What follows belongs to an exercise in optimizing a design on an open flow for small area, a short achievable clock period and few clock cycles per item; a production flow would make more cautious choices. Only simulation tests tie the RTL to the original design; equivalence was not proved. Power is estimated from default activity; no workload was simulated.

==> design.v <==
module vs23_quantizer (
    input  wire        clk,
    input  wire        rst,         
    input  wire        in_valid,
    output wire        in_ready,
    input  wire [23:0] in_rgb,      
    output wire        out_valid,
    input  wire        out_ready,
    output wire [7:0]  out_code,
    output wire        out_hit      
);
    reg [23:0] q;
    reg        v1, v2, rdy;
    wire       acc = in_valid & rdy;
    wire [7:0] r = q[23:16];
    wire [7:0] g = q[15:8];
    wire [7:0] b = q[7:0];
    wire r_gt_g, g_gt_r, g_gt_b, b_gt_g, r_gt_b, b_gt_r;
    vs23_cmp u_cmp_rg (.x(r), .y(g), .gt(r_gt_g), .lt(g_gt_r));
    vs23_cmp u_cmp_gb (.x(g), .y(b), .gt(g_gt_b), .lt(b_gt_g));
    vs23_cmp u_cmp_rb (.x(r), .y(b), .gt(r_gt_b), .lt(b_gt_r));
    reg [3:0] sector;
    always @(*) begin
        if      (!b_gt_r && b_gt_g) sector = 4'd1;    
        else if (!g_gt_r && g_gt_b) sector = 4'd2;    
        else if (!r_gt_b && r_gt_g) sector = 4'd3;    
        else if (!g_gt_b && g_gt_r) sector = 4'd4;    
        else if (!r_gt_g && r_gt_b) sector = 4'd5;    
        else if (!b_gt_g && b_gt_r) sector = 4'd6;    
        else if (r_gt_g)            sector = 4'd7;
        else if (g_gt_r)            sector = 4'd8;
        else if (b_gt_r)            sector = 4'd9;
        else                        sector = 4'd0;
    end
    wire [15:0] lyA, lyB;
    vs23_luma_csa u_csa (.r(r), .g(g), .b(b), .a(lyA), .b2(lyB));
    wire [216:0] l;
    wire [255:0] mn;
    wire        hit_s;
    wire [1:0]  hit_d;
    wire [7:0]  pc_a, pc_b;
    wire [31:0] hn, wn;
    vs23_pre   u_pre   (.q(q), .hn(hn), .wn(wn));
    vs23_lines u_lines (.hn(hn), .wn(wn), .l(l));
    vs23_match u_match (.l(l), .mn(mn));
    vs23_enc   u_enc   (.mn(mn), .hit_s(hit_s), .hit_d(hit_d), .pc_a(pc_a), .pc_b(pc_b));
    reg        s_hit_s;
    reg [1:0]  s_hit_d;
    reg [7:0]  s_pc_a, s_pc_b;
    reg [3:0]  s_sector;
    reg [15:0] s_lyA, s_lyB;
    wire [3:0] luma4;
    vs23_luma_add u_add (.a(s_lyA), .b(s_lyB), .y(luma4));
    wire       hit_d2 = s_hit_d[0] | s_hit_d[1];
    wire       hit2   = hit_d2 | s_hit_s;
    wire [7:0] pcode  = (s_pc_a | s_pc_b) ^ 8'hba;
    wire [8:0] res = {hit2, hit_d2 ? pcode : {s_sector, luma4}};
    reg [8:0] e0;
    reg [8:0] e1;
    reg [8:0] e2;
    reg [8:0] e3;
    reg [3:0] f;    
    wire pop  = f[0] & out_ready;
    wire push = v2;
    wire [3:0] f_next = (pop & ~push) ? {1'b0, f[3:1]} :
                         (push & ~pop) ? {f[2:0], 1'b1} : f;
    wire [2:0] n_base = {2'b0, f[0]} + {2'b0, f[1]} + {2'b0, f[2]} + {2'b0, f[3]} + {2'b0, v2} + {2'b0, v1};
    wire rdy_nopop_noacc = n_base < 3'd4;
    wire rdy_nopop_acc   = n_base < 3'd3;
    wire rdy_pop_noacc   = n_base < 3'd5;
    wire rdy_pop_acc     = n_base < 3'd4;
    wire rdy_next = pop ? (acc ? rdy_pop_acc : rdy_pop_noacc)
                        : (acc ? rdy_nopop_acc : rdy_nopop_noacc);
    always @(posedge clk) begin
        q        <= in_rgb;
        s_hit_s  <= hit_s;
        s_hit_d  <= hit_d;
        s_pc_a   <= pc_a;
        s_pc_b   <= pc_b;
        s_sector <= sector;
        s_lyA    <= lyA;
        s_lyB    <= lyB;
        e0 <= pop ? (f[1] ? e1 : res) : (f[0] ? e0 : res);
        e1 <= pop ? (f[2] ? e2 : res) : (f[1] ? e1 : res);
        e2 <= pop ? (f[3] ? e3 : res) : (f[2] ? e2 : res);
        e3 <= (pop || !f[3]) ? res : e3;
        if (rst) begin
            v1  <= 1'b0;
            v2  <= 1'b0;
            rdy <= 1'b1;
            f   <= 4'd0;
        end else begin
            v1  <= acc;
            v2  <= v1;
            rdy <= rdy_next;
            f   <= f_next;
        end
    end
    assign in_ready  = rdy;
    assign out_valid = f[0];
    assign out_code  = e0[7:0];
    assign out_hit   = e0[8];
endmodule
module vs23_luma_csa (
    input  wire [7:0]  r,
    input  wire [7:0]  g,
    input  wire [7:0]  b,
    output wire [15:0] a,
    output wire [15:0] b2
);
    wire t1;
    wire t2;
    assign t1 = r[0] ^ r[3];
    assign t2 = r[0] & r[3];
    wire t3;
    wire t4;
    vs23_fa u_fa4 (.a(r[1]), .b(r[4]), .c(r[5]), .s(t3), .co(t4));
    wire t5;
    wire t6;
    vs23_fa u_fa6 (.a(g[0]), .b(g[3]), .c(g[5]), .s(t5), .co(t6));
    wire t7;
    wire t8;
    vs23_fa u_fa8 (.a(r[2]), .b(r[5]), .c(r[6]), .s(t7), .co(t8));
    wire t9;
    wire t10;
    assign t9 = g[1] ^ g[4];
    assign t10 = g[1] & g[4];
    wire t11;
    wire t12;
    vs23_fa u_fa12 (.a(r[3]), .b(r[6]), .c(r[7]), .s(t11), .co(t12));
    wire t13;
    wire t14;
    assign t13 = r[0] ^ r[1];
    assign t14 = r[0] & r[1];
    wire t15;
    wire t16;
    vs23_fa u_fa16 (.a(r[1]), .b(r[2]), .c(g[0]), .s(t15), .co(t16));
    wire t17;
    wire t18;
    vs23_fa u_fa18 (.a(g[2]), .b(g[3]), .c(b[0]), .s(t17), .co(t18));
    wire t19;
    wire t20;
    vs23_fa u_fa20 (.a(r[2]), .b(r[3]), .c(g[1]), .s(t19), .co(t20));
    wire t21;
    wire t22;
    vs23_fa u_fa22 (.a(g[3]), .b(g[4]), .c(b[1]), .s(t21), .co(t22));
    wire t23;
    wire t24;
    assign t23 = b[2] ^ b[3];
    assign t24 = b[2] & b[3];
    wire t25;
    wire t26;
    vs23_fa u_fa26 (.a(r[4]), .b(g[2]), .c(g[4]), .s(t25), .co(t26));
    wire t27;
    wire t28;
    vs23_fa u_fa28 (.a(g[5]), .b(b[2]), .c(b[3]), .s(t27), .co(t28));
    wire t29;
    wire t30;
    vs23_fa u_fa30 (.a(b[4]), .b(b[6]), .c(t1), .s(t29), .co(t30));
    wire t31;
    wire t32;
    vs23_fa u_fa32 (.a(g[6]), .b(b[3]), .c(b[4]), .s(t31), .co(t32));
    wire t33;
    wire t34;
    assign t33 = ~(b[5] ^ b[7]);
    assign t34 = b[5] | b[7];
    wire t35;
    wire t36;
    vs23_fa u_fa36 (.a(t3), .b(t5), .c(t2), .s(t35), .co(t36));
    wire t37;
    wire t38;
    vs23_fa u_fa38 (.a(g[6]), .b(g[7]), .c(b[4]), .s(t37), .co(t38));
    wire t39;
    wire t40;
    vs23_fa u_fa40 (.a(b[5]), .b(b[6]), .c(t7), .s(t39), .co(t40));
    wire t41;
    wire t42;
    vs23_fa u_fa42 (.a(t9), .b(t4), .c(t6), .s(t41), .co(t42));
    wire t43;
    wire t44;
    vs23_fa u_fa44 (.a(g[2]), .b(g[5]), .c(g[7]), .s(t43), .co(t44));
    wire t45;
    wire t46;
    vs23_fa u_fa46 (.a(b[5]), .b(b[6]), .c(b[7]), .s(t45), .co(t46));
    wire t47;
    wire t48;
    vs23_fa u_fa48 (.a(t11), .b(t8), .c(t10), .s(t47), .co(t48));
    wire t49;
    wire t50;
    vs23_fa u_fa50 (.a(r[4]), .b(r[7]), .c(g[3]), .s(t49), .co(t50));
    wire t51;
    wire t52;
    vs23_fa u_fa52 (.a(g[6]), .b(b[6]), .c(b[7]), .s(t51), .co(t52));
    wire t53;
    wire t54;
    assign t53 = r[0] ^ g[0];
    assign t54 = r[0] & g[0];
    wire t55;
    wire t56;
    vs23_fa u_fa56 (.a(g[1]), .b(g[2]), .c(b[0]), .s(t55), .co(t56));
    wire t57;
    wire t58;
    assign t57 = b[1] ^ b[3];
    assign t58 = b[1] & b[3];
    wire t59;
    wire t60;
    vs23_fa u_fa60 (.a(b[1]), .b(b[2]), .c(b[4]), .s(t59), .co(t60));
    wire t61;
    wire t62;
    vs23_fa u_fa62 (.a(t15), .b(t17), .c(t14), .s(t61), .co(t62));
    wire t63;
    wire t64;
    vs23_fa u_fa64 (.a(b[5]), .b(t19), .c(t21), .s(t63), .co(t64));
    wire t65;
    wire t66;
    vs23_fa u_fa66 (.a(t23), .b(t16), .c(t18), .s(t65), .co(t66));
    wire t67;
    wire t68;
    vs23_fa u_fa68 (.a(t25), .b(t27), .c(t29), .s(t67), .co(t68));
    wire t69;
    wire t70;
    vs23_fa u_fa70 (.a(t20), .b(t22), .c(t24), .s(t69), .co(t70));
    wire t71;
    wire t72;
    vs23_fa u_fa72 (.a(t31), .b(t33), .c(t35), .s(t71), .co(t72));
    wire t73;
    wire t74;
    vs23_fa u_fa74 (.a(t26), .b(t28), .c(t30), .s(t73), .co(t74));
    wire t75;
    wire t76;
    vs23_fa u_fa76 (.a(t37), .b(t39), .c(t41), .s(t75), .co(t76));
    wire t77;
    wire t78;
    vs23_fa u_fa78 (.a(t32), .b(t34), .c(t36), .s(t77), .co(t78));
    wire t79;
    wire t80;
    vs23_fa u_fa80 (.a(t43), .b(t45), .c(t47), .s(t79), .co(t80));
    wire t81;
    wire t82;
    vs23_fa u_fa82 (.a(t38), .b(t40), .c(t42), .s(t81), .co(t82));
    wire t83;
    wire t84;
    vs23_fa u_fa84 (.a(t12), .b(t49), .c(t51), .s(t83), .co(t84));
    wire t85;
    wire t86;
    vs23_fa u_fa86 (.a(t44), .b(t46), .c(t48), .s(t85), .co(t86));
    wire t87;
    wire t88;
    vs23_fa u_fa88 (.a(r[5]), .b(g[4]), .c(g[7]), .s(t87), .co(t88));
    wire t89;
    wire t90;
    vs23_fa u_fa90 (.a(b[7]), .b(t50), .c(t52), .s(t89), .co(t90));
    wire t91;
    wire t92;
    assign t91 = g[1] ^ b[0];
    assign t92 = g[1] & b[0];
    wire t93;
    wire t94;
    vs23_fa u_fa94 (.a(t13), .b(t55), .c(t57), .s(t93), .co(t94));
    wire t95;
    wire t96;
    vs23_fa u_fa96 (.a(t59), .b(t61), .c(t56), .s(t95), .co(t96));
    wire t97;
    wire t98;
    vs23_fa u_fa98 (.a(t63), .b(t65), .c(t60), .s(t97), .co(t98));
    wire t99;
    wire t100;
    vs23_fa u_fa100 (.a(t67), .b(t69), .c(t64), .s(t99), .co(t100));
    wire t101;
    wire t102;
    vs23_fa u_fa102 (.a(t71), .b(t73), .c(t68), .s(t101), .co(t102));
    wire t103;
    wire t104;
    vs23_fa u_fa104 (.a(t75), .b(t77), .c(t72), .s(t103), .co(t104));
    wire t105;
    wire t106;
    vs23_fa u_fa106 (.a(t79), .b(t81), .c(t76), .s(t105), .co(t106));
    wire t107;
    wire t108;
    vs23_fa u_fa108 (.a(t83), .b(t85), .c(t80), .s(t107), .co(t108));
    wire t109;
    wire t110;
    vs23_fa u_fa110 (.a(t87), .b(t89), .c(t84), .s(t109), .co(t110));
    wire t111;
    wire t112;
    vs23_fa u_fa112 (.a(r[6]), .b(g[5]), .c(t88), .s(t111), .co(t112));
    wire t113;
    wire t114;
    assign t113 = b[2] ^ t53;
    assign t114 = b[2] & t53;
    wire t115;
    wire t116;
    vs23_fa u_fa116 (.a(t54), .b(t93), .c(t92), .s(t115), .co(t116));
    wire t117;
    wire t118;
    vs23_fa u_fa118 (.a(t58), .b(t95), .c(t94), .s(t117), .co(t118));
    wire t119;
    wire t120;
    vs23_fa u_fa120 (.a(t62), .b(t97), .c(t96), .s(t119), .co(t120));
    wire t121;
    wire t122;
    vs23_fa u_fa122 (.a(t66), .b(t99), .c(t98), .s(t121), .co(t122));
    wire t123;
    wire t124;
    vs23_fa u_fa124 (.a(t70), .b(t101), .c(t100), .s(t123), .co(t124));
    wire t125;
    wire t126;
    vs23_fa u_fa126 (.a(t74), .b(t103), .c(t102), .s(t125), .co(t126));
    wire t127;
    wire t128;
    vs23_fa u_fa128 (.a(t78), .b(t105), .c(t104), .s(t127), .co(t128));
    wire t129;
    wire t130;
    vs23_fa u_fa130 (.a(t82), .b(t107), .c(t106), .s(t129), .co(t130));
    wire t131;
    wire t132;
    vs23_fa u_fa132 (.a(t86), .b(t109), .c(t108), .s(t131), .co(t132));
    wire t133;
    wire t134;
    vs23_fa u_fa134 (.a(t90), .b(t111), .c(t110), .s(t133), .co(t134));
    wire t135;
    wire t136;
    vs23_fa u_fa136 (.a(r[7]), .b(g[6]), .c(t112), .s(t135), .co(t136));
    assign a  = {1'b0, g[7], t135, t133, t131, t129, t127, t125, t123, t121, t119, t117, t115, t91, g[0], 1'b0};
    assign b2 = {1'b0, t136, t134, t132, t130, t128, t126, t124, t122, t120, t118, t116, t114, t113, b[1], 1'b0};
endmodule
module vs23_luma_add (
    input  wire [15:0] a,
    input  wire [15:0] b,
    output wire [3:0]  y
);
    wire [15:0] gg = a & b;
    wire [15:0] pp = a | b;
    wire [5:0] g2 = {gg[11] | (pp[11] & gg[10]), gg[9] | (pp[9] & gg[8]), gg[7] | (pp[7] & gg[6]),
                     gg[5] | (pp[5] & gg[4]), gg[3] | (pp[3] & gg[2]), gg[1] | (pp[1] & gg[0])};
    wire [5:0] p2 = {pp[11] & pp[10], pp[9] & pp[8], pp[7] & pp[6],
                     pp[5] & pp[4], pp[3] & pp[2], pp[1] & pp[0]};
    wire g4a = g2[5] | (p2[5] & g2[4]);
    wire p4a = p2[5] & p2[4];
    wire g4b = g2[3] | (p2[3] & g2[2]);
    wire p4b = p2[3] & p2[2];
    wire c12 = g4a | (p4a & (g4b | (p4b & (g2[1] | (p2[1] & g2[0])))));
    wire [3:0] s = a[15:12] + b[15:12] + {3'b0, c12};
    assign y = s;
endmodule
module vs23_cmp (
    input  wire [7:0] x,
    input  wire [7:0] y,
    output wire       gt,
    output wire       lt
);
    wire [7:0] g1 = x & ~y;
    wire [7:0] l1 = ~x & y;
    wire [3:0] g2, l2;
    wire [1:0] g4, l4;
    genvar i;
    generate
        for (i = 0; i < 4; i = i + 1) begin : lv2
            assign g2[i] = g1[2*i+1] | (~l1[2*i+1] & g1[2*i]);
            assign l2[i] = l1[2*i+1] | (~g1[2*i+1] & l1[2*i]);
        end
        for (i = 0; i < 2; i = i + 1) begin : lv4
            assign g4[i] = g2[2*i+1] | (~l2[2*i+1] & g2[2*i]);
            assign l4[i] = l2[2*i+1] | (~g2[2*i+1] & l2[2*i]);
        end
    endgenerate
    assign gt = g4[1] | (~l4[1] & g4[0]);
    assign lt = l4[1] | (~g4[1] & l4[0]);
endmodule
module vs23_fa (input wire a, input wire b, input wire c, output wire s, output wire co);
    assign s  = a ^ b ^ c;
    assign co = (a & b) | (a & c) | (b & c);
endmodule
module vs23_pre (input wire [23:0] q, output wire [31:0] hn, output wire [31:0] wn);
    wire [5:0] x0 = {q[23], q[11], q[10], q[8], q[2], q[1]};
    assign hn[7:0] = ~(8'd1 << x0[5:3]);
    assign wn[7:0] = ~(8'd1 << x0[2:0]);
    wire [5:0] x1 = {q[22], q[20], q[14], q[13], q[6], q[5]};
    assign hn[15:8] = ~(8'd1 << x1[5:3]);
    assign wn[15:8] = ~(8'd1 << x1[2:0]);
    wire [5:0] x2 = {q[21], q[19], q[15], q[12], q[7], q[3]};
    assign hn[23:16] = ~(8'd1 << x2[5:3]);
    assign wn[23:16] = ~(8'd1 << x2[2:0]);
    wire [5:0] x3 = {q[18], q[17], q[16], q[9], q[4], q[0]};
    assign hn[31:24] = ~(8'd1 << x3[5:3]);
    assign wn[31:24] = ~(8'd1 << x3[2:0]);
endmodule
module vs23_lines (input wire [31:0] hn, input wire [31:0] wn, output wire [216:0] l);
    assign l[0] = ~(hn[0] | wn[0]);    
    assign l[1] = ~(hn[0] | wn[1]);    
    assign l[2] = ~(hn[0] | wn[2]);    
    assign l[3] = ~(hn[0] | wn[3]);    
    assign l[4] = ~(hn[0] | wn[4]);    
    assign l[5] = ~(hn[0] | wn[5]);    
    assign l[6] = ~(hn[0] | wn[6]);    
    assign l[7] = ~(hn[1] | wn[0]);    
    assign l[8] = ~(hn[1] | wn[1]);    
    assign l[9] = ~(hn[1] | wn[2]);    
    assign l[10] = ~(hn[1] | wn[3]);    
    assign l[11] = ~(hn[1] | wn[4]);    
    assign l[12] = ~(hn[1] | wn[5]);    
    assign l[13] = ~(hn[1] | wn[6]);    
    assign l[14] = ~(hn[1] | wn[7]);    
    assign l[15] = ~(hn[2] | wn[1]);    
    assign l[16] = ~(hn[2] | wn[2]);    
    assign l[17] = ~(hn[2] | wn[3]);    
    assign l[18] = ~(hn[2] | wn[4]);    
    assign l[19] = ~(hn[2] | wn[5]);    
    assign l[20] = ~(hn[2] | wn[6]);    
    assign l[21] = ~(hn[2] | wn[7]);    
    assign l[22] = ~(hn[3] | wn[0]);    
    assign l[23] = ~(hn[3] | wn[2]);    
    assign l[24] = ~(hn[3] | wn[3]);    
    assign l[25] = ~(hn[3] | wn[4]);    
    assign l[26] = ~(hn[3] | wn[5]);    
    assign l[27] = ~(hn[3] | wn[6]);    
    assign l[28] = ~(hn[3] | wn[7]);    
    assign l[29] = ~(hn[4] | wn[0]);    
    assign l[30] = ~(hn[4] | wn[4]);    
    assign l[31] = ~(hn[4] | wn[5]);    
    assign l[32] = ~(hn[4] | wn[6]);    
    assign l[33] = ~(hn[4] | wn[7]);    
    assign l[34] = ~(hn[5] | wn[0]);    
    assign l[35] = ~(hn[5] | wn[1]);    
    assign l[36] = ~(hn[5] | wn[2]);    
    assign l[37] = ~(hn[5] | wn[3]);    
    assign l[38] = ~(hn[5] | wn[4]);    
    assign l[39] = ~(hn[5] | wn[5]);    
    assign l[40] = ~(hn[5] | wn[6]);    
    assign l[41] = ~(hn[5] | wn[7]);    
    assign l[42] = ~(hn[6] | wn[0]);    
    assign l[43] = ~(hn[6] | wn[1]);    
    assign l[44] = ~(hn[6] | wn[2]);    
    assign l[45] = ~(hn[6] | wn[3]);    
    assign l[46] = ~(hn[6] | wn[4]);    
    assign l[47] = ~(hn[6] | wn[5]);    
    assign l[48] = ~(hn[6] | wn[6]);    
    assign l[49] = ~(hn[6] | wn[7]);    
    assign l[50] = ~(hn[7] | wn[0]);    
    assign l[51] = ~(hn[7] | wn[1]);    
    assign l[52] = ~(hn[7] | wn[2]);    
    assign l[53] = ~(hn[7] | wn[3]);    
    assign l[54] = ~(hn[7] | wn[4]);    
    assign l[55] = ~(hn[7] | wn[5]);    
    assign l[56] = ~(hn[7] | wn[6]);    
    assign l[57] = ~(hn[7] | wn[7]);    
    assign l[58] = ~(hn[8] | wn[8]);    
    assign l[59] = ~(hn[8] | wn[9]);    
    assign l[60] = ~(hn[8] | wn[10]);    
    assign l[61] = ~(hn[8] | wn[11]);    
    assign l[62] = ~(hn[8] | wn[12]);    
    assign l[63] = ~(hn[8] | wn[13]);    
    assign l[64] = ~(hn[8] | wn[14]);    
    assign l[65] = ~(hn[8] | wn[15]);    
    assign l[66] = ~(hn[9] | wn[10]);    
    assign l[67] = ~(hn[9] | wn[11]);    
    assign l[68] = ~(hn[9] | wn[12]);    
    assign l[69] = ~(hn[9] | wn[13]);    
    assign l[70] = ~(hn[9] | wn[14]);    
    assign l[71] = ~(hn[9] | wn[15]);    
    assign l[72] = ~(hn[10] | wn[8]);    
    assign l[73] = ~(hn[10] | wn[9]);    
    assign l[74] = ~(hn[10] | wn[10]);    
    assign l[75] = ~(hn[10] | wn[11]);    
    assign l[76] = ~(hn[10] | wn[12]);    
    assign l[77] = ~(hn[10] | wn[13]);    
    assign l[78] = ~(hn[10] | wn[14]);    
    assign l[79] = ~(hn[10] | wn[15]);    
    assign l[80] = ~(hn[11] | wn[9]);    
    assign l[81] = ~(hn[11] | wn[12]);    
    assign l[82] = ~(hn[11] | wn[13]);    
    assign l[83] = ~(hn[11] | wn[14]);    
    assign l[84] = ~(hn[11] | wn[15]);    
    assign l[85] = ~(hn[12] | wn[8]);    
    assign l[86] = ~(hn[12] | wn[9]);    
    assign l[87] = ~(hn[12] | wn[10]);    
    assign l[88] = ~(hn[12] | wn[11]);    
    assign l[89] = ~(hn[12] | wn[12]);    
    assign l[90] = ~(hn[12] | wn[13]);    
    assign l[91] = ~(hn[12] | wn[14]);    
    assign l[92] = ~(hn[12] | wn[15]);    
    assign l[93] = ~(hn[13] | wn[8]);    
    assign l[94] = ~(hn[13] | wn[10]);    
    assign l[95] = ~(hn[13] | wn[11]);    
    assign l[96] = ~(hn[13] | wn[12]);    
    assign l[97] = ~(hn[13] | wn[13]);    
    assign l[98] = ~(hn[13] | wn[14]);    
    assign l[99] = ~(hn[13] | wn[15]);    
    assign l[100] = ~(hn[14] | wn[8]);    
    assign l[101] = ~(hn[14] | wn[10]);    
    assign l[102] = ~(hn[14] | wn[13]);    
    assign l[103] = ~(hn[15] | wn[8]);    
    assign l[104] = ~(hn[15] | wn[9]);    
    assign l[105] = ~(hn[15] | wn[10]);    
    assign l[106] = ~(hn[15] | wn[11]);    
    assign l[107] = ~(hn[15] | wn[15]);    
    assign l[108] = ~(hn[16] | wn[16]);    
    assign l[109] = ~(hn[16] | wn[17]);    
    assign l[110] = ~(hn[16] | wn[18]);    
    assign l[111] = ~(hn[16] | wn[19]);    
    assign l[112] = ~(hn[16] | wn[20]);    
    assign l[113] = ~(hn[16] | wn[21]);    
    assign l[114] = ~(hn[16] | wn[22]);    
    assign l[115] = ~(hn[16] | wn[23]);    
    assign l[116] = ~(hn[17] | wn[16]);    
    assign l[117] = ~(hn[17] | wn[17]);    
    assign l[118] = ~(hn[17] | wn[18]);    
    assign l[119] = ~(hn[17] | wn[19]);    
    assign l[120] = ~(hn[17] | wn[20]);    
    assign l[121] = ~(hn[17] | wn[21]);    
    assign l[122] = ~(hn[17] | wn[22]);    
    assign l[123] = ~(hn[17] | wn[23]);    
    assign l[124] = ~(hn[18] | wn[18]);    
    assign l[125] = ~(hn[18] | wn[20]);    
    assign l[126] = ~(hn[18] | wn[21]);    
    assign l[127] = ~(hn[19] | wn[17]);    
    assign l[128] = ~(hn[19] | wn[18]);    
    assign l[129] = ~(hn[19] | wn[19]);    
    assign l[130] = ~(hn[19] | wn[20]);    
    assign l[131] = ~(hn[19] | wn[21]);    
    assign l[132] = ~(hn[19] | wn[22]);    
    assign l[133] = ~(hn[19] | wn[23]);    
    assign l[134] = ~(hn[20] | wn[16]);    
    assign l[135] = ~(hn[20] | wn[18]);    
    assign l[136] = ~(hn[20] | wn[19]);    
    assign l[137] = ~(hn[20] | wn[20]);    
    assign l[138] = ~(hn[20] | wn[21]);    
    assign l[139] = ~(hn[20] | wn[22]);    
    assign l[140] = ~(hn[20] | wn[23]);    
    assign l[141] = ~(hn[21] | wn[16]);    
    assign l[142] = ~(hn[21] | wn[17]);    
    assign l[143] = ~(hn[21] | wn[18]);    
    assign l[144] = ~(hn[21] | wn[21]);    
    assign l[145] = ~(hn[21] | wn[22]);    
    assign l[146] = ~(hn[21] | wn[23]);    
    assign l[147] = ~(hn[22] | wn[16]);    
    assign l[148] = ~(hn[22] | wn[17]);    
    assign l[149] = ~(hn[22] | wn[18]);    
    assign l[150] = ~(hn[22] | wn[19]);    
    assign l[151] = ~(hn[22] | wn[20]);    
    assign l[152] = ~(hn[22] | wn[21]);    
    assign l[153] = ~(hn[22] | wn[22]);    
    assign l[154] = ~(hn[22] | wn[23]);    
    assign l[155] = ~(hn[23] | wn[17]);    
    assign l[156] = ~(hn[23] | wn[18]);    
    assign l[157] = ~(hn[23] | wn[19]);    
    assign l[158] = ~(hn[23] | wn[20]);    
    assign l[159] = ~(hn[23] | wn[21]);    
    assign l[160] = ~(hn[23] | wn[22]);    
    assign l[161] = ~(hn[23] | wn[23]);    
    assign l[162] = ~(hn[24] | wn[24]);    
    assign l[163] = ~(hn[24] | wn[25]);    
    assign l[164] = ~(hn[24] | wn[26]);    
    assign l[165] = ~(hn[24] | wn[27]);    
    assign l[166] = ~(hn[24] | wn[28]);    
    assign l[167] = ~(hn[24] | wn[29]);    
    assign l[168] = ~(hn[25] | wn[24]);    
    assign l[169] = ~(hn[25] | wn[25]);    
    assign l[170] = ~(hn[25] | wn[26]);    
    assign l[171] = ~(hn[25] | wn[27]);    
    assign l[172] = ~(hn[25] | wn[28]);    
    assign l[173] = ~(hn[25] | wn[29]);    
    assign l[174] = ~(hn[25] | wn[30]);    
    assign l[175] = ~(hn[25] | wn[31]);    
    assign l[176] = ~(hn[26] | wn[24]);    
    assign l[177] = ~(hn[26] | wn[25]);    
    assign l[178] = ~(hn[26] | wn[26]);    
    assign l[179] = ~(hn[26] | wn[27]);    
    assign l[180] = ~(hn[26] | wn[28]);    
    assign l[181] = ~(hn[26] | wn[29]);    
    assign l[182] = ~(hn[26] | wn[30]);    
    assign l[183] = ~(hn[26] | wn[31]);    
    assign l[184] = ~(hn[27] | wn[25]);    
    assign l[185] = ~(hn[27] | wn[27]);    
    assign l[186] = ~(hn[27] | wn[28]);    
    assign l[187] = ~(hn[27] | wn[29]);    
    assign l[188] = ~(hn[27] | wn[31]);    
    assign l[189] = ~(hn[28] | wn[24]);    
    assign l[190] = ~(hn[28] | wn[25]);    
    assign l[191] = ~(hn[28] | wn[26]);    
    assign l[192] = ~(hn[28] | wn[27]);    
    assign l[193] = ~(hn[28] | wn[28]);    
    assign l[194] = ~(hn[28] | wn[30]);    
    assign l[195] = ~(hn[28] | wn[31]);    
    assign l[196] = ~(hn[29] | wn[24]);    
    assign l[197] = ~(hn[29] | wn[25]);    
    assign l[198] = ~(hn[29] | wn[27]);    
    assign l[199] = ~(hn[29] | wn[28]);    
    assign l[200] = ~(hn[29] | wn[29]);    
    assign l[201] = ~(hn[29] | wn[30]);    
    assign l[202] = ~(hn[29] | wn[31]);    
    assign l[203] = ~(hn[30] | wn[25]);    
    assign l[204] = ~(hn[30] | wn[26]);    
    assign l[205] = ~(hn[30] | wn[27]);    
    assign l[206] = ~(hn[30] | wn[28]);    
    assign l[207] = ~(hn[30] | wn[29]);    
    assign l[208] = ~(hn[30] | wn[30]);    
    assign l[209] = ~(hn[30] | wn[31]);    
    assign l[210] = ~(hn[31] | wn[24]);    
    assign l[211] = ~(hn[31] | wn[26]);    
    assign l[212] = ~(hn[31] | wn[27]);    
    assign l[213] = ~(hn[31] | wn[28]);    
    assign l[214] = ~(hn[31] | wn[29]);    
    assign l[215] = ~(hn[31] | wn[30]);    
    assign l[216] = ~(hn[31] | wn[31]);    
endmodule
module vs23_match (input wire [216:0] l, output wire [255:0] mn);
    assign mn[0] = ~(l[0] & l[58] & l[108] & l[162]);    
    assign mn[1] = ~(l[2] & l[63] & l[116] & l[165]);    
    assign mn[2] = ~(l[19] & l[68] & l[116] & l[170]);    
    assign mn[3] = ~(l[18] & l[69] & l[121] & l[175]);    
    assign mn[4] = ~(l[14] & l[60] & l[113] & l[215]);    
    assign mn[5] = ~(l[17] & l[61] & l[114] & l[213]);    
    assign mn[6] = ~(l[3] & l[63] & l[129] & l[163]);    
    assign mn[7] = ~(l[8] & l[66] & l[126] & l[195]);    
    assign mn[8] = ~(l[16] & l[66] & l[127] & l[196]);    
    assign mn[9] = ~(l[13] & l[60] & l[124] & l[208]);    
    assign mn[10] = ~(l[4] & l[72] & l[112] & l[171]);    
    assign mn[11] = ~(l[24] & l[81] & l[112] & l[174]);    
    assign mn[12] = ~(l[28] & l[81] & l[112] & l[174]);    
    assign mn[13] = ~(l[28] & l[82] & l[112] & l[172]);    
    assign mn[14] = ~(l[28] & l[84] & l[112] & l[172]);    
    assign mn[15] = ~(l[26] & l[84] & l[113] & l[173]);    
    assign mn[16] = ~(l[1] & l[73] & l[116] & l[171]);    
    assign mn[17] = ~(l[0] & l[73] & l[117] & l[170]);    
    assign mn[18] = ~(l[2] & l[73] & l[117] & l[171]);    
    assign mn[19] = ~(l[8] & l[75] & l[109] & l[177]);    
    assign mn[20] = ~(l[12] & l[73] & l[108] & l[179]);    
    assign mn[21] = ~(l[12] & l[75] & l[108] & l[179]);    
    assign mn[22] = ~(l[10] & l[72] & l[111] & l[183]);    
    assign mn[23] = ~(l[10] & l[73] & l[111] & l[181]);    
    assign mn[24] = ~(l[14] & l[73] & l[111] & l[181]);    
    assign mn[25] = ~(l[14] & l[75] & l[111] & l[181]);    
    assign mn[26] = ~(l[12] & l[75] & l[110] & l[182]);    
    assign mn[27] = ~(l[16] & l[82] & l[110] & l[179]);    
    assign mn[28] = ~(l[27] & l[75] & l[123] & l[197]);    
    assign mn[29] = ~(l[8] & l[74] & l[111] & l[208]);    
    assign mn[30] = ~(l[11] & l[84] & l[121] & l[206]);    
    assign mn[31] = ~(l[9] & l[76] & l[127] & l[182]);    
    assign mn[32] = ~(l[1] & l[82] & l[132] & l[187]);    
    assign mn[33] = ~(l[0] & l[82] & l[133] & l[186]);    
    assign mn[34] = ~(l[4] & l[82] & l[133] & l[186]);    
    assign mn[35] = ~(l[5] & l[82] & l[133] & l[187]);    
    assign mn[36] = ~(l[10] & l[83] & l[132] & l[185]);    
    assign mn[37] = ~(l[14] & l[81] & l[130] & l[185]);    
    assign mn[38] = ~(l[14] & l[82] & l[130] & l[184]);    
    assign mn[39] = ~(l[14] & l[84] & l[130] & l[184]);    
    assign mn[40] = ~(l[1] & l[63] & l[134] & l[180]);    
    assign mn[41] = ~(l[11] & l[66] & l[137] & l[213]);    
    assign mn[42] = ~(l[28] & l[68] & l[145] & l[214]);    
    assign mn[43] = ~(l[26] & l[68] & l[146] & l[213]);    
    assign mn[44] = ~(l[27] & l[68] & l[146] & l[213]);    
    assign mn[45] = ~(l[28] & l[68] & l[146] & l[214]);    
    assign mn[46] = ~(l[3] & l[60] & l[147] & l[165]);    
    assign mn[47] = ~(l[0] & l[60] & l[148] & l[164]);    
    assign mn[48] = ~(l[0] & l[61] & l[148] & l[162]);    
    assign mn[49] = ~(l[0] & l[61] & l[148] & l[164]);    
    assign mn[50] = ~(l[21] & l[65] & l[154] & l[174]);    
    assign mn[51] = ~(l[21] & l[65] & l[154] & l[175]);    
    assign mn[52] = ~(l[25] & l[62] & l[151] & l[168]);    
    assign mn[53] = ~(l[23] & l[63] & l[152] & l[172]);    
    assign mn[54] = ~(l[23] & l[65] & l[153] & l[174]);    
    assign mn[55] = ~(l[24] & l[65] & l[153] & l[175]);    
    assign mn[56] = ~(l[25] & l[65] & l[154] & l[174]);    
    assign mn[57] = ~(l[26] & l[65] & l[154] & l[175]);    
    assign mn[58] = ~(l[18] & l[64] & l[160] & l[183]);    
    assign mn[59] = ~(l[3] & l[77] & l[138] & l[162]);    
    assign mn[60] = ~(l[5] & l[77] & l[137] & l[188]);    
    assign mn[61] = ~(l[9] & l[79] & l[138] & l[207]);    
    assign mn[62] = ~(l[10] & l[79] & l[138] & l[207]);    
    assign mn[63] = ~(l[7] & l[79] & l[137] & l[208]);    
    assign mn[64] = ~(l[9] & l[79] & l[137] & l[209]);    
    assign mn[65] = ~(l[13] & l[79] & l[137] & l[209]);    
    assign mn[66] = ~(l[12] & l[79] & l[138] & l[208]);    
    assign mn[67] = ~(l[15] & l[79] & l[138] & l[205]);    
    assign mn[68] = ~(l[19] & l[78] & l[137] & l[203]);    
    assign mn[69] = ~(l[19] & l[74] & l[146] & l[205]);    
    assign mn[70] = ~(l[21] & l[80] & l[161] & l[184]);    
    assign mn[71] = ~(l[11] & l[78] & l[155] & l[191]);    
    assign mn[72] = ~(l[7] & l[78] & l[155] & l[194]);    
    assign mn[73] = ~(l[7] & l[76] & l[157] & l[194]);    
    assign mn[74] = ~(l[7] & l[77] & l[157] & l[193]);    
    assign mn[75] = ~(l[7] & l[79] & l[157] & l[193]);    
    assign mn[76] = ~(l[11] & l[77] & l[156] & l[194]);    
    assign mn[77] = ~(l[12] & l[77] & l[156] & l[194]);    
    assign mn[78] = ~(l[15] & l[77] & l[156] & l[192]);    
    assign mn[79] = ~(l[17] & l[72] & l[148] & l[208]);    
    assign mn[80] = ~(l[16] & l[73] & l[150] & l[206]);    
    assign mn[81] = ~(l[0] & l[76] & l[154] & l[203]);    
    assign mn[82] = ~(l[9] & l[94] & l[108] & l[169]);    
    assign mn[83] = ~(l[11] & l[95] & l[108] & l[171]);    
    assign mn[84] = ~(l[11] & l[93] & l[110] & l[169]);    
    assign mn[85] = ~(l[12] & l[93] & l[110] & l[168]);    
    assign mn[86] = ~(l[13] & l[93] & l[110] & l[168]);    
    assign mn[87] = ~(l[9] & l[93] & l[110] & l[172]);    
    assign mn[88] = ~(l[7] & l[93] & l[111] & l[173]);    
    assign mn[89] = ~(l[11] & l[93] & l[111] & l[173]);    
    assign mn[90] = ~(l[5] & l[96] & l[119] & l[176]);    
    assign mn[91] = ~(l[1] & l[96] & l[119] & l[181]);    
    assign mn[92] = ~(l[6] & l[96] & l[119] & l[180]);    
    assign mn[93] = ~(l[4] & l[96] & l[118] & l[183]);    
    assign mn[94] = ~(l[9] & l[97] & l[119] & l[179]);    
    assign mn[95] = ~(l[10] & l[97] & l[119] & l[178]);    
    assign mn[96] = ~(l[10] & l[97] & l[119] & l[179]);    
    assign mn[97] = ~(l[7] & l[98] & l[118] & l[176]);    
    assign mn[98] = ~(l[9] & l[94] & l[108] & l[189]);    
    assign mn[99] = ~(l[18] & l[89] & l[117] & l[190]);    
    assign mn[100] = ~(l[23] & l[88] & l[121] & l[200]);    
    assign mn[101] = ~(l[19] & l[92] & l[115] & l[208]);    
    assign mn[102] = ~(l[19] & l[88] & l[117] & l[205]);    
    assign mn[103] = ~(l[6] & l[85] & l[120] & l[204]);    
    assign mn[104] = ~(l[27] & l[95] & l[120] & l[213]);    
    assign mn[105] = ~(l[17] & l[91] & l[133] & l[163]);    
    assign mn[106] = ~(l[5] & l[99] & l[130] & l[198]);    
    assign mn[107] = ~(l[20] & l[103] & l[121] & l[181]);    
    assign mn[108] = ~(l[20] & l[105] & l[122] & l[183]);    
    assign mn[109] = ~(l[23] & l[105] & l[122] & l[179]);    
    assign mn[110] = ~(l[27] & l[103] & l[123] & l[179]);    
    assign mn[111] = ~(l[22] & l[105] & l[123] & l[181]);    
    assign mn[112] = ~(l[25] & l[103] & l[121] & l[181]);    
    assign mn[113] = ~(l[26] & l[103] & l[121] & l[180]);    
    assign mn[114] = ~(l[26] & l[103] & l[121] & l[182]);    
    assign mn[115] = ~(l[18] & l[104] & l[118] & l[187]);    
    assign mn[116] = ~(l[13] & l[105] & l[112] & l[198]);    
    assign mn[117] = ~(l[8] & l[101] & l[126] & l[171]);    
    assign mn[118] = ~(l[9] & l[101] & l[132] & l[182]);    
    assign mn[119] = ~(l[28] & l[107] & l[129] & l[180]);    
    assign mn[120] = ~(l[7] & l[97] & l[138] & l[178]);    
    assign mn[121] = ~(l[11] & l[97] & l[138] & l[179]);    
    assign mn[122] = ~(l[8] & l[97] & l[138] & l[182]);    
    assign mn[123] = ~(l[12] & l[97] & l[138] & l[183]);    
    assign mn[124] = ~(l[11] & l[98] & l[137] & l[180]);    
    assign mn[125] = ~(l[11] & l[96] & l[139] & l[180]);    
    assign mn[126] = ~(l[12] & l[96] & l[139] & l[181]);    
    assign mn[127] = ~(l[16] & l[96] & l[139] & l[176]);    
    assign mn[128] = ~(l[10] & l[99] & l[134] & l[206]);    
    assign mn[129] = ~(l[10] & l[91] & l[150] & l[177]);    
    assign mn[130] = ~(l[27] & l[85] & l[161] & l[176]);    
    assign mn[131] = ~(l[0] & l[98] & l[160] & l[190]);    
    assign mn[132] = ~(l[2] & l[97] & l[160] & l[215]);    
    assign mn[133] = ~(l[6] & l[102] & l[141] & l[198]);    
    assign mn[134] = ~(l[14] & l[107] & l[137] & l[216]);    
    assign mn[135] = ~(l[17] & l[104] & l[152] & l[165]);    
    assign mn[136] = ~(l[22] & l[101] & l[155] & l[182]);    
    assign mn[137] = ~(l[14] & l[100] & l[148] & l[216]);    
    assign mn[138] = ~(l[9] & l[105] & l[149] & l[211]);    
    assign mn[139] = ~(l[29] & l[67] & l[108] & l[164]);    
    assign mn[140] = ~(l[54] & l[71] & l[115] & l[193]);    
    assign mn[141] = ~(l[44] & l[69] & l[123] & l[203]);    
    assign mn[142] = ~(l[44] & l[71] & l[123] & l[203]);    
    assign mn[143] = ~(l[42] & l[71] & l[122] & l[204]);    
    assign mn[144] = ~(l[46] & l[69] & l[120] & l[204]);    
    assign mn[145] = ~(l[46] & l[71] & l[120] & l[204]);    
    assign mn[146] = ~(l[48] & l[71] & l[120] & l[205]);    
    assign mn[147] = ~(l[47] & l[71] & l[121] & l[204]);    
    assign mn[148] = ~(l[43] & l[71] & l[121] & l[209]);    
    assign mn[149] = ~(l[30] & l[71] & l[114] & l[212]);    
    assign mn[150] = ~(l[42] & l[58] & l[129] & l[162]);    
    assign mn[151] = ~(l[31] & l[69] & l[126] & l[196]);    
    assign mn[152] = ~(l[44] & l[67] & l[131] & l[208]);    
    assign mn[153] = ~(l[36] & l[61] & l[127] & l[214]);    
    assign mn[154] = ~(l[32] & l[80] & l[113] & l[187]);    
    assign mn[155] = ~(l[57] & l[80] & l[128] & l[166]);    
    assign mn[156] = ~(l[46] & l[72] & l[133] & l[171]);    
    assign mn[157] = ~(l[42] & l[72] & l[124] & l[196]);    
    assign mn[158] = ~(l[31] & l[82] & l[130] & l[202]);    
    assign mn[159] = ~(l[37] & l[83] & l[131] & l[198]);    
    assign mn[160] = ~(l[39] & l[81] & l[133] & l[197]);    
    assign mn[161] = ~(l[35] & l[81] & l[133] & l[200]);    
    assign mn[162] = ~(l[39] & l[81] & l[133] & l[200]);    
    assign mn[163] = ~(l[43] & l[83] & l[130] & l[198]);    
    assign mn[164] = ~(l[43] & l[84] & l[130] & l[197]);    
    assign mn[165] = ~(l[44] & l[84] & l[130] & l[196]);    
    assign mn[166] = ~(l[57] & l[77] & l[133] & l[210]);    
    assign mn[167] = ~(l[37] & l[68] & l[136] & l[167]);    
    assign mn[168] = ~(l[42] & l[61] & l[142] & l[172]);    
    assign mn[169] = ~(l[46] & l[61] & l[142] & l[172]);    
    assign mn[170] = ~(l[50] & l[61] & l[142] & l[168]);    
    assign mn[171] = ~(l[51] & l[61] & l[142] & l[169]);    
    assign mn[172] = ~(l[53] & l[61] & l[142] & l[168]);    
    assign mn[173] = ~(l[57] & l[61] & l[142] & l[168]);    
    assign mn[174] = ~(l[54] & l[61] & l[141] & l[171]);    
    assign mn[175] = ~(l[51] & l[61] & l[141] & l[174]);    
    assign mn[176] = ~(l[56] & l[67] & l[143] & l[171]);    
    assign mn[177] = ~(l[37] & l[69] & l[146] & l[170]);    
    assign mn[178] = ~(l[44] & l[65] & l[135] & l[211]);    
    assign mn[179] = ~(l[45] & l[65] & l[135] & l[211]);    
    assign mn[180] = ~(l[42] & l[65] & l[136] & l[211]);    
    assign mn[181] = ~(l[42] & l[65] & l[136] & l[212]);    
    assign mn[182] = ~(l[43] & l[65] & l[136] & l[211]);    
    assign mn[183] = ~(l[47] & l[65] & l[136] & l[212]);    
    assign mn[184] = ~(l[43] & l[64] & l[135] & l[214]);    
    assign mn[185] = ~(l[48] & l[64] & l[135] & l[213]);    
    assign mn[186] = ~(l[47] & l[64] & l[151] & l[166]);    
    assign mn[187] = ~(l[33] & l[70] & l[147] & l[168]);    
    assign mn[188] = ~(l[36] & l[69] & l[149] & l[177]);    
    assign mn[189] = ~(l[43] & l[63] & l[157] & l[180]);    
    assign mn[190] = ~(l[37] & l[66] & l[157] & l[179]);    
    assign mn[191] = ~(l[37] & l[71] & l[153] & l[186]);    
    assign mn[192] = ~(l[42] & l[59] & l[155] & l[200]);    
    assign mn[193] = ~(l[57] & l[70] & l[148] & l[205]);    
    assign mn[194] = ~(l[44] & l[77] & l[137] & l[176]);    
    assign mn[195] = ~(l[47] & l[83] & l[134] & l[179]);    
    assign mn[196] = ~(l[51] & l[75] & l[145] & l[180]);    
    assign mn[197] = ~(l[35] & l[76] & l[134] & l[214]);    
    assign mn[198] = ~(l[57] & l[77] & l[160] & l[171]);    
    assign mn[199] = ~(l[47] & l[77] & l[161] & l[188]);    
    assign mn[200] = ~(l[31] & l[74] & l[148] & l[189]);    
    assign mn[201] = ~(l[40] & l[72] & l[152] & l[192]);    
    assign mn[202] = ~(l[45] & l[72] & l[155] & l[202]);    
    assign mn[203] = ~(l[41] & l[85] & l[114] & l[170]);    
    assign mn[204] = ~(l[52] & l[96] & l[118] & l[169]);    
    assign mn[205] = ~(l[49] & l[92] & l[108] & l[193]);    
    assign mn[206] = ~(l[53] & l[92] & l[108] & l[189]);    
    assign mn[207] = ~(l[53] & l[90] & l[110] & l[189]);    
    assign mn[208] = ~(l[53] & l[90] & l[110] & l[191]);    
    assign mn[209] = ~(l[50] & l[90] & l[111] & l[191]);    
    assign mn[210] = ~(l[50] & l[90] & l[111] & l[192]);    
    assign mn[211] = ~(l[56] & l[92] & l[110] & l[190]);    
    assign mn[212] = ~(l[54] & l[92] & l[111] & l[189]);    
    assign mn[213] = ~(l[57] & l[91] & l[120] & l[201]);    
    assign mn[214] = ~(l[50] & l[94] & l[109] & l[209]);    
    assign mn[215] = ~(l[51] & l[86] & l[126] & l[177]);    
    assign mn[216] = ~(l[51] & l[87] & l[130] & l[177]);    
    assign mn[217] = ~(l[37] & l[93] & l[125] & l[187]);    
    assign mn[218] = ~(l[31] & l[93] & l[127] & l[186]);    
    assign mn[219] = ~(l[52] & l[94] & l[129] & l[189]);    
    assign mn[220] = ~(l[43] & l[98] & l[130] & l[208]);    
    assign mn[221] = ~(l[41] & l[93] & l[126] & l[211]);    
    assign mn[222] = ~(l[49] & l[104] & l[123] & l[164]);    
    assign mn[223] = ~(l[49] & l[104] & l[123] & l[165]);    
    assign mn[224] = ~(l[45] & l[103] & l[122] & l[167]);    
    assign mn[225] = ~(l[49] & l[105] & l[121] & l[167]);    
    assign mn[226] = ~(l[53] & l[105] & l[121] & l[163]);    
    assign mn[227] = ~(l[53] & l[105] & l[121] & l[165]);    
    assign mn[228] = ~(l[51] & l[106] & l[120] & l[162]);    
    assign mn[229] = ~(l[55] & l[106] & l[120] & l[163]);    
    assign mn[230] = ~(l[41] & l[104] & l[116] & l[191]);    
    assign mn[231] = ~(l[52] & l[101] & l[127] & l[162]);    
    assign mn[232] = ~(l[38] & l[100] & l[126] & l[199]);    
    assign mn[233] = ~(l[56] & l[105] & l[133] & l[198]);    
    assign mn[234] = ~(l[54] & l[94] & l[140] & l[172]);    
    assign mn[235] = ~(l[50] & l[88] & l[140] & l[186]);    
    assign mn[236] = ~(l[56] & l[95] & l[139] & l[194]);    
    assign mn[237] = ~(l[31] & l[99] & l[143] & l[190]);    
    assign mn[238] = ~(l[46] & l[88] & l[134] & l[197]);    
    assign mn[239] = ~(l[34] & l[99] & l[144] & l[202]);    
    assign mn[240] = ~(l[54] & l[88] & l[158] & l[170]);    
    assign mn[241] = ~(l[50] & l[86] & l[159] & l[174]);    
    assign mn[242] = ~(l[51] & l[86] & l[159] & l[174]);    
    assign mn[243] = ~(l[53] & l[86] & l[159] & l[175]);    
    assign mn[244] = ~(l[50] & l[87] & l[158] & l[172]);    
    assign mn[245] = ~(l[51] & l[87] & l[158] & l[172]);    
    assign mn[246] = ~(l[53] & l[87] & l[158] & l[173]);    
    assign mn[247] = ~(l[51] & l[87] & l[159] & l[172]);    
    assign mn[248] = ~(l[44] & l[93] & l[158] & l[182]);    
    assign mn[249] = ~(l[53] & l[99] & l[157] & l[206]);    
    assign mn[250] = ~(l[48] & l[86] & l[149] & l[212]);    
    assign mn[251] = ~(l[38] & l[106] & l[135] & l[202]);    
    assign mn[252] = ~(l[53] & l[102] & l[152] & l[178]);    
    assign mn[253] = ~(l[44] & l[102] & l[156] & l[208]);    
    assign mn[254] = ~(l[53] & l[106] & l[147] & l[215]);    
    assign mn[255] = ~(l[57] & l[107] & l[161] & l[216]);    
endmodule
module vs23_enc (input wire [255:0] mn, output wire hit_s, output wire [1:0] hit_d,
                 output wire [7:0] pc_a, output wire [7:0] pc_b);
    assign hit_s = ~&(mn | ~256'h8200020008000080200000009041004900140004000000001040010000000401);
    assign hit_d[0] = ~&(mn | ~256'h000000000000000000000000000000001febfffbffffffffefbffefffffffbfe);
    assign hit_d[1] = ~&(mn | ~256'h7dfffdfff7ffff7fdfffffff6fbeffb6e0000000000000000000000000000000);
    assign pc_a[0] = ~&(mn | ~256'h00000000000000000000000000000000050812eb1f6a55076885fcb5304ab354);
    assign pc_b[0] = ~&(mn | ~256'h34a31169173f525c8d140ade008817a638000000000000000000000000000000);
    assign pc_a[1] = ~&(mn | ~256'h0000000000000000000000000000000499e39ef9a072a30922ab04416e430a20);
    assign pc_b[1] = ~&(mn | ~256'h0054a801b35f0f479ce5d1cd25244c9000000000000000000000000000000000);
    assign pc_a[2] = ~&(mn | ~256'h0000000000000000000000000000000016e031d0a10cd439698e82059acb817c);
    assign pc_b[2] = ~&(mn | ~256'h192344f9859b3475d0184e622d0c1c2480000000000000000000000000000000);
    assign pc_a[3] = ~&(mn | ~256'h00000000000000000000000000000000000be4b2544e93d94c208637f59293c8);
    assign pc_b[3] = ~&(mn | ~256'h5018fd689512b87e8637252105048b9007000000000000000000000000000000);
    assign pc_a[4] = ~&(mn | ~256'h000000000000000000000000000000001ea3d938aa7e1f66051388c86f62810c);
    assign pc_b[4] = ~&(mn | ~256'h09d9bc261098f03d5c79670a6f30c68240000000000000000000000000000000);
    assign pc_a[5] = ~&(mn | ~256'h000000000000000000000000000000000000593a52a64eeaee15c07e00453b6a);
    assign pc_b[5] = ~&(mn | ~256'h00b0208c0241fb045aa3044f03960032fde88000000000000000000000000000);
    assign pc_a[6] = ~&(mn | ~256'h00000000000000000000000000000000004922909f0ed98e0b8fd0487255ba0a);
    assign pc_b[6] = ~&(mn | ~256'h25e4e18e7431017100c943336824712254800000000000000000000000000000);
    assign pc_a[7] = ~&(mn | ~256'h0000000000000000000000000000000006c19e191122fa1401942c55cec38950);
    assign pc_b[7] = ~&(mn | ~256'h5110b01fb03c3c0a9142f902602ae404f0000000000000000000000000000000);
endmodule
==> flow/run.sh <==
#!/bin/bash
# Standard ORFS layout (the standard.sh, unchanged synthesis), with
#  - every port still buffered, but with buf_2 instead of the delay buffer
#    (clkdlybuf4s50_1) that buffer_ports picks on its own.
set -euo pipefail
bash standard.sh SETUP_SLACK_MARGIN=7 "BUFFER_PORTS_ARGS=-buffer_cell sky130_fd_sc_hd__buf_2" finish > standard_flow.log 2>&1
==> standard.sh <==
#!/bin/bash
# synth_recipe.tcl (not shown) runs the flow's synth.tcl, then flattens the netlist and writes it again
# the make line also repeats each setting of config.mk as NAME=value (left out here)
make -C /OpenROAD-flow-scripts/flow DESIGN_CONFIG=/design/flow/config.mk WORK_HOME=/design/flow/orfs CLKGATE_MAP_FILE= SYNTH_SCRIPT=/design/flow/synth_recipe.tcl "${@:-finish}"
==> config.mk <==
export PLATFORM = sky130hd
export DESIGN_NAME = vs23_quantizer
export DESIGN_NICKNAME = vs23_quantizer
export VERILOG_FILES = /design/flow/design.v
export SDC_FILE = /design/flow/constraint.sdc
export NUM_CORES = 4
export LEC_CHECK = 0
export CAP_MARGIN = 20
export CORE_MARGIN = 2
export CORE_UTILIZATION = 30
export CTS_BUF_LIST = sky130_fd_sc_hd__clkbuf_8
export SETUP_SLACK_MARGIN = 5
export SLEW_MARGIN = 20
export SYNTH_HIERARCHICAL = 1
export SYNTH_MEMORY_MAX_BITS = 16384
export SYNTH_MINIMUM_KEEP_SIZE = 0
==> constraint.sdc <==
create_clock -name core_clock -period 10.0 [get_ports {clk}]
set_input_delay 2.0000 -clock core_clock [delete_from_list [all_inputs] [get_ports {clk}]]
set_output_delay 2.0000 -clock core_clock [all_outputs]
set_load 0.01 [all_outputs]
==> results of run 1 <==
## what timing repair did
item | 4_1_cts | 5_1_grt
setup endpoints to repair | 53 | 39
gates resized for setup | 60 | 48
cloned | 1 | 0
hold endpoints to repair | 0 | 0
pin swaps | 1 | 5
buffers inserted | 38 | 23
## Yosys cell counts, types with 5 or more instances
cell | n | area (sq um)
a211oi_1 | 8 | 60.1
a21oi_1 | 32 | 160
and3_1 | 5 | 31.3
and4_1 | 6 | 52.6
buf_2 | 30 | 150
buf_4 | 41 | 308
buf_6 | 23 | 259
clkbuf_1 | 5 | 18.8
dfxtp_1 | 104 | 2080
edfxtp_1 | 18 | 541
fa_1 | 64 | 1280
ha_1 | 14 | 175
inv_1 | 36 | 135
maj3_2 | 18 | 203
nand2_1 | 76 | 285
nand2b_1 | 18 | 113
nand3_1 | 70 | 350
nand3b_1 | 24 | 180
nand4_1 | 335 | 2100
nand4b_1 | 6 | 52.6
nor2_1 | 280 | 1050
nor2b_1 | 5 | 31.3
nor3_1 | 29 | 145
nor4_1 | 23 | 144
o211ai_1 | 5 | 37.5
o21a_1 | 9 | 67.6
o21ai_0 | 17 | 85.1
o22ai_1 | 13 | 81.3
or3_1 | 14 | 87.6
or3b_1 | 24 | 210
or4_1 | 8 | 60.1
## layer usage
| metal | up-vias | GRT usage, % |
|---|---|---|
| li1 | 5513 | - |
| met1 | 6843 | 45.8 |
| met2 | 1126 | 64.8 |
| met3 | 419 | 13.6 |
| met4 | 4 | 36.3 |
| met5 | - | 0.128 |
## critical path, stage by stage (launching register included)
cell and delay [ns]:
dfxtp_4 0.40, buf_2 0.20, buf_4 0.16, or3b_1 0.40, nor2_1 0.66, nand4_1 0.54
nand4_1 0.31, nor3_1 0.07, nand3_1 0.12, nand4b_1 0.29
## per-module statistics from Yosys (local to each module, per instance), excerpt
module / cell area, sq um / cells inside / times used
vs23_enc: 1590 / 294 / 1
vs23_quantizer: 3810 / 317 / 1
vs23_luma_add: 274 / 36 / 1
vs23_match: 1810 / 292 / 1
vs23_pre: 480 / 64 / 1
vs23_luma_csa: 372 / 46 / 1
vs23_fa: 20.0 / 1 / 59
vs23_cmp: 224 / 31 / 3
## report_power, final
group | total, uW | switching (uW) | internal (uW)
Combinational | 697 | 394 | 303
Sequential | 710 | 82.4 | 628
Clock | 395 | 225 | 169
## state kept, by name (all words and copies together) (netlist names)
signal	count
v1	1
s_pc_b	8
rdy	1
e0	9
s_hit_s	1
q	24
s_lyB	16
e1	9
e3	9
v2	1
f	4
s_sector	4
s_lyA	16
s_pc_a	8
s_hit_d	2
e2	9
## final cells by class
cell class / instances / area [sq um] / share of cell area, %
Multi-Input combinational cell: 1178 / 8010 / 63.0
Inverter: 40 / 154 / 1.21
Antenna cell: 1 / 2.50 / 0.0197
Tap cell: 468 / 586 / 4.60
Clock buffer: 17 / 234 / 1.84
Sequential cell: 122 / 2710 / 21.3
Timing Repair Buffer: 126 / 911 / 7.16
Clock inverter: 15 / 103 / 0.807
Timing Repair inverter: 1 / 5.00 / 0.0394
## kinds of logic after synthesis
kind of cell	after synthesis	share of synthesized area (%)
AND/OR/NAND/NOR	942	45.0
buffers and inverters	140	7.92
AO/OA/AOI/OAI	127	7.74
flip-flops	122	23.4
adder cells (fa/ha/maj)	96	14.8
multiplexers	6	0.981
XOR/XNOR	3	0.234
other	1	0.0334
## how the worst max path moves through the flow
stage                   start  slack, ns  depth (start not counted)           to
floorplan               q[20]       7.00                          6     s_lyA[7]
global placement        q[15]       6.15                          7    s_pc_b[3]
detailed placement  out_ready       6.14                          7         f[1]
CTS                     e0[7]       6.94                          1  out_code[7]
global route            e0[7]       6.92                          1  out_code[7]
finish                  q[21]       6.71                          9    s_pc_b[3]
## metrics by stage
step | setup slack (ns) | utilization [%]
detailed placement | 6.14 | 31.4
global route | 6.92 | 34.7
global placement | 6.15 | 31.4
floorplan | 7.00 | -
CTS | 6.94 | 33.6
finish | 6.71 | 34.7
==> impl_metrics.py, run 1 <==
metrics = {
    "floorplanning": {
        "boundaryPins": 39,
        "dieWidth_um": 197,
        "core_area_sq_um": 36700,
        "start_util_pct": 30.6,
        "row_count": 70,
        "fp.dieArea_sq_um": 39000,
        "die-height_um": 197,
    },
    "place": {
        "placed_cells": 1873,
        "post-dp-hpwl_mm": 63.4,
        "placedInstanceArea_sq_um": 11500,
        "portBuffers": 38,
        "gp_congestion": 1.11,
    },
    "worst_setup_path": {
        "reg2reg_depth": 9,
        "path_class": "reg2reg",
        "r2r_start": "q[21]",
        "cp.required_ns": 10.35,
        "reg2reg_to": "s_pc_b[3]",
        "critPathArrivalTime_ns": 3.64,
        "path_max_fanout": 6,
        "startpoint_type": "register",
        "r2r_slack_ns": 6.71,
        "worstSetupEndpointType": "register",
    },
    "sta": {
        "slew_viol_final": 0,
        "fmax_mhz": 304,
        "worstMarginPinSlew_ns": 1.09,
        "fin_skew_ns": 0.0291,
        "period_needed_ns": 3.29,
        "fin_hold_ws_ns": 0.491,
        "fin_setup_tns_ns": 0,
        "hold_violations": 0,
        "rsz0062_at_grt": "yes",
        "relSlewSlack_pct": 26.9,
        "post-route-period-util_pct": 32.9,
        "setup_violations": 0,
    },
    "route": {
        "wl_met3_mm": 8.28,
        "met2WireLength_mm": 34.9,
        "drtIter0Drc": 2029,
        "dr.pass1.iters": 6,
        "detail-route-antenna-nets": 0,
        "vias_per_cell": 7.07,
        "wl_met1_mm": 28.9,
        "routed_wl_mm": 81.1,
        "drc": 0,
        "top_layer": "met5",
        "wl_per_cell_um": 41.2,
        "vias": 13900,
    },
    "min_path": {
        "worstHoldStart": "rdy",
        "min_path_cells": 2,
        "holdPathEnd": "v1",
        "min_path_type": "reg2reg",
    },
    "clocking": {
        "insertion_delay_ns": 0.50,
        "cts_max_path_buffers": 2,
        "numCtsBuffers": 17,
        "holdBufCountCts": 0,
        "clock-root-buffer": "clkbuf_8",
        "cts_tree": "yes",
        "clkSinkCount": 122,
        "htreeDepth": 4,
        "clk_pin_slew_ns": 0.08,
    },
    "power": {
        "power_uw": 1800,
        "worst_ir_drop_vdd_uv": 81.6,
        "cellPowerDensity_nw_per_um2": 142,
        "leakage_uw": 0.00523,
    },
    "synth": {
        "ys.flop_type": "dfxtp_1",
        "ys_warn_count": 7,
        "synthesis.area_sq_um": 11200,
        "ys_ff_latch": 122,
        "async_reset_ff_share_pct": 0,
        "synth_edf_count": 18,
        "syn_area_per_cell_sq_um": 7.81,
        "ys_seq_area_share_pct": 23.4,
        "synth_cell_types": 62,
        "synth_cells": 1437,
    },
    "run_status": {
        "status": "finished clean",
    },
    "global_route": {
        "grt_pass1_vias": 13700,
        "gr-total-overflow": 0,
        "track_usage_pct": 41.7,
        "grt_max_degree": 28,
        "grt_pass1_wl_mm": 111,
        "antenna_found_initial": 2,
    },
    "run": {
        "maxCapViolations": 0,
    },
    "cells_and_area": {
        "num-fill-cells": 3949,
        "nNetsFinal": 1592,
        "stdcell_count": 1968,
        "most-common-layout-cells": "nand4_1 (335), nor2_1 (243), buf_4 (83), dfxtp_1 (75), nand2_1 (74)",
        "syn2layout_area_growth_pct": 13.3,
        "final_common_cell": "nand4_1",
        "design_area_sq_um": 12700,
        "drive_gt1_share_pct": 20.0,
    },
}
Testbench counts, summed over its fixed seeds: cycles 4,824, items 4,800.
==> inputs of run 2 (changes only) <==
--- a/config.mk
+++ b/config.mk
@@ -10,3 +10,3 @@
 export CORE_UTILIZATION = 30
-export CTS_BUF_LIST = sky130_fd_sc_hd__clkbuf_8
+export PLACE_DENSITY = 0.75
 export SETUP_SLACK_MARGIN = 5
==> impl_metrics.py, run 2 <==
metrics = {
    "worst_setup_path": {
        "cp.required_ns": 10.32,
        "critPathArrivalTime_ns": 3.44,
        "worstSetupEndpointType": "register",
        "path_max_fanout": 16,
        "path_class": "reg2reg",
        "cp_slowest_stage_delay_ns": 0.62,
        "path_cells": "or3b_1 -> nor2_1 -> nand4_1 -> nand4_1 -> nor2_1 -> nand3_1 -> nand4b_1",
        "startpoint_type": "register",
        "crit_slowest_cell": "nand4_1",
    },
    "run_status": {
        "status": "finished clean",
    },
    "sta": {
        "slew_viol_final": 0,
        "fin_setup_tns_ns": 0,
        "relSlewSlack_pct": 34.1,
        "hold_violations": 0,
        "setup_violations": 0,
        "rsz0062_at_grt": "yes",
        "worstMarginPinSlew_ns": 0.985,
        "fmax_mhz": 321,
        "fin_skew_ns": 0.0267,
        "finalWorstSetupSlack_ns": 6.88,
        "post-route-period-util_pct": 31.2,
        "period_needed_ns": 3.12,
    },
    "clocking": {
        "clock-root-buffer": "clkbuf_16",
        "cts_tree": "yes",
        "htreeDepth": 4,
        "clkSinkCount": 122,
        "numCtsBuffers": 17,
        "insertion_delay_ns": 0.45,
        "holdBufCountCts": 0,
        "cts_max_path_buffers": 2,
        "clk_pin_slew_ns": 0.08,
    },
    "cells_and_area": {
        "num-fill-cells": 3864,
        "top_regs": "q (24), s_lyA (16), s_lyB (16)",
        "largest_register_ffs": 24,
        "most-common-layout-cells": "nand4_1 (335), nor2_1 (218), buf_4 (108), dfxtp_1 (78), nand2_1 (74)",
        "nNetsFinal": 1619,
        "final_common_cell": "nand4_1",
        "diodes": 0,
        "drive_gt1_share_pct": 22.9,
        "post-route-util_pct": 36.2,
        "top_register": "q",
        "syn2layout_area_growth_pct": 18.4,
    },
    "power": {
        "power_uw": 2050,
        "swShare_pct": 35.7,
        "p_int_uw": 1320,
        "worst_ir_drop_vdd_uv": 104,
        "cellPowerDensity_nw_per_um2": 154,
        "p_switching_uw": 732,
        "power_frac_comb_pct": 34.8,
        "pwr-share-seq_pct": 34.6,
        "leakage_uw": 0.00546,
        "pwr-share-clk_pct": 30.6,
    },
    "global_route": {
        "track_usage_pct": 43.6,
        "antenna_found_initial": 3,
        "grt_pass1_wl_mm": 115,
        "grt_pass1_vias": 13900,
        "gr-total-overflow": 0,
        "grt_max_degree": 28,
    },
    "synth": {
        "ys_seq_area_share_pct": 23.4,
        "synth_top_area_share_pct": 18.7,
        "synth_area_leader_cell": "nand4_1",
        "synth_common_cells": "nand4_1 (335), nor2_1 (280), dfxtp_1 (104), nand2_1 (76), nand3_1 (70)",
        "async_reset_ff_share_pct": 0,
        "synthesis.area_sq_um": 11200,
        "ys_warn_count": 7,
        "synth_cells": 1437,
        "synth_edf_count": 18,
        "yosys.cell_count.top_type": "nand4_1",
        "synth_cell_types": 62,
        "syn_area_per_cell_sq_um": 7.81,
        "ys_ff_latch": 122,
        "synthTopCellsByArea": "nand4_1 (19%), dfxtp_1 (19%), fa_1 (11%)",
        "ys.flop_type": "dfxtp_1",
    },
    "floorplanning": {
        "dieWidth_um": 197,
        "fp.dieArea_sq_um": 39000,
        "start_util_pct": 30.6,
        "row_count": 70,
        "boundaryPins": 39,
        "die-height_um": 197,
        "core_area_sq_um": 36700,
    },
    "route": {
        "routed_wl_mm": 85.2,
        "dr.pass1.iters": 10,
        "vias_per_cell": 7.07,
        "detail-route-antenna-nets": 0,
        "drtIter0Drc": 2046,
        "vias": 14100,
        "wl_per_cell_um": 42.7,
        "drc": 0,
    },
    "run": {
        "maxCapViolations": 0,
    },
    "place": {
        "gp_congestion": 1.18,
        "post-place-ws_ns": 6.13,
        "post-dp-hpwl_mm": 65.9,
        "portBuffers": 38,
    },
    "min_path": {
        "min_path_type": "reg2reg",
    },
}
run 2: final timing paths:
| check | to | slack (ns) | depth (start not counted) | start |
|---|---|---|---|---|
| setup / recovery | s_pc_b[6] | 6.88 | 7 | q[5] |
| hold / removal | e1[7] | 0.50 | 2 | e1[7] |
| setup reg to reg | s_pc_b[6] | 6.88 | 7 | q[5] |
| hold reg to reg | e1[7] | 0.50 | 2 | e1[7] |
run 2: logic make-up after synthesis:
group | Yosys count | synth area share, %
other cells | 1 | 0.0334
fa+ha+maj | 96 | 14.8
simple gates | 942 | 45.0
mux | 6 | 0.981
buf+inv | 140 | 7.92
flops | 122 | 23.4
xor+xnor | 3 | 0.234
compound gates | 127 | 7.74
run 2: worst max-delay path: cells and delay by family (launching register included):
kind | cells | cell delay [ns]
flops | 1 | 0.49
simple gates | 7 | 2.50
run 2: stage by stage:
step	area, sq um	hold slack (ns)	std cells
2_1_floorplan	11300	0.466	1440
5_1_grt	13300	0.531	1994
6_report	13300	0.504	1994
3_3_place_gp	11600	0.478	1884
3_5_place_dp	11600	0.494	1884
4_1_cts	12700	0.510	1950
run 2: area by class of cell:
type	instances	area [sq um]	area share [%]
Clock buffer	21	462	3.47
Timing Repair inverter	1	5.00	0.0376
Inverter	40	154	1.16
Multi-Input combinational cell	1178	8150	61.3
Sequential cell	122	2710	20.4
Tap cell	468	586	4.40
Clock inverter	11	115	0.866
Timing Repair Buffer	153	1120	8.40
run 2: timing repair:
action	in CTS	in global routing
cloned	1	0
endpoints found under the setup margin	46	37
pin swaps	2	9
resized for setup	71	73
buffers inserted	33	44
run 2: power groups by stage:
stage | registers [uW] | logic (uW) | clock network [uW]
finish | 709 | 714 | 627
detailed placement | 726 | 654 | 0
global placement | 721 | 620 | 0
global route | 721 | 777 | 656
floorplan | 707 | 560 | 0
CTS | 712 | 681 | 634
run 2: per-layer routing:
metal  up-vias  part of all wire, %  GRT usage (%)
li1       5558                    -              -
met1      6852                   35           46.9
met2      1177                   42           65.1
met3       501                   12           18.1
met4         6                   11           39.2
met5         -                 0.10           3.32
run 2: per-module statistics from Yosys, one instance, submodules excluded:
module | flops+latches | times used | cells
vs23_enc | 0 | 1 | 294
vs23_luma_add | 0 | 1 | 36
vs23_pre | 0 | 1 | 64
vs23_match | 0 | 1 | 292
vs23_quantizer | 122 | 1 | 317
vs23_luma_csa | 0 | 1 | 46
vs23_cmp | 0 | 3 | 31
vs23_lines | 0 | 1 | 236
vs23_fa | 0 | 59 | 1

## static timing again, ports no longer ideal
In the flow no input, the clock included, has a driving cell. The finished layouts below were timed again as built, in two steps.
Step 1 assumes that a clkbuf_16 drives the clock port and a buf_2 every other input.
Step 2 moves the port delays by t, midway between the first and last clock arrival at a register: inputs arrive t later, outputs are due t later. That takes back most of the time a late clock gives input paths.
a / b / c = ideal ports / drivers / drivers and shift; a / b = the first two.
| run | t (ns) | setup slack, ns | worst setup path at the end | worst register clock-pin slew, ns |
|---|---|---|---|---|
| run 1 | 0.528 | 6.714 / 6.714 / 6.599 | input to register | 0.10 / 0.10 |
| run 2 | 0.494 | 6.883 / 6.883 / 6.683 | input to register | 0.08 / 0.08 |
After both steps setup and hold are still met in every run listed. For run 2, which loses most, drivers alone change the setup slack by 0.000 ns; drivers and shift together by -0.200 ns.
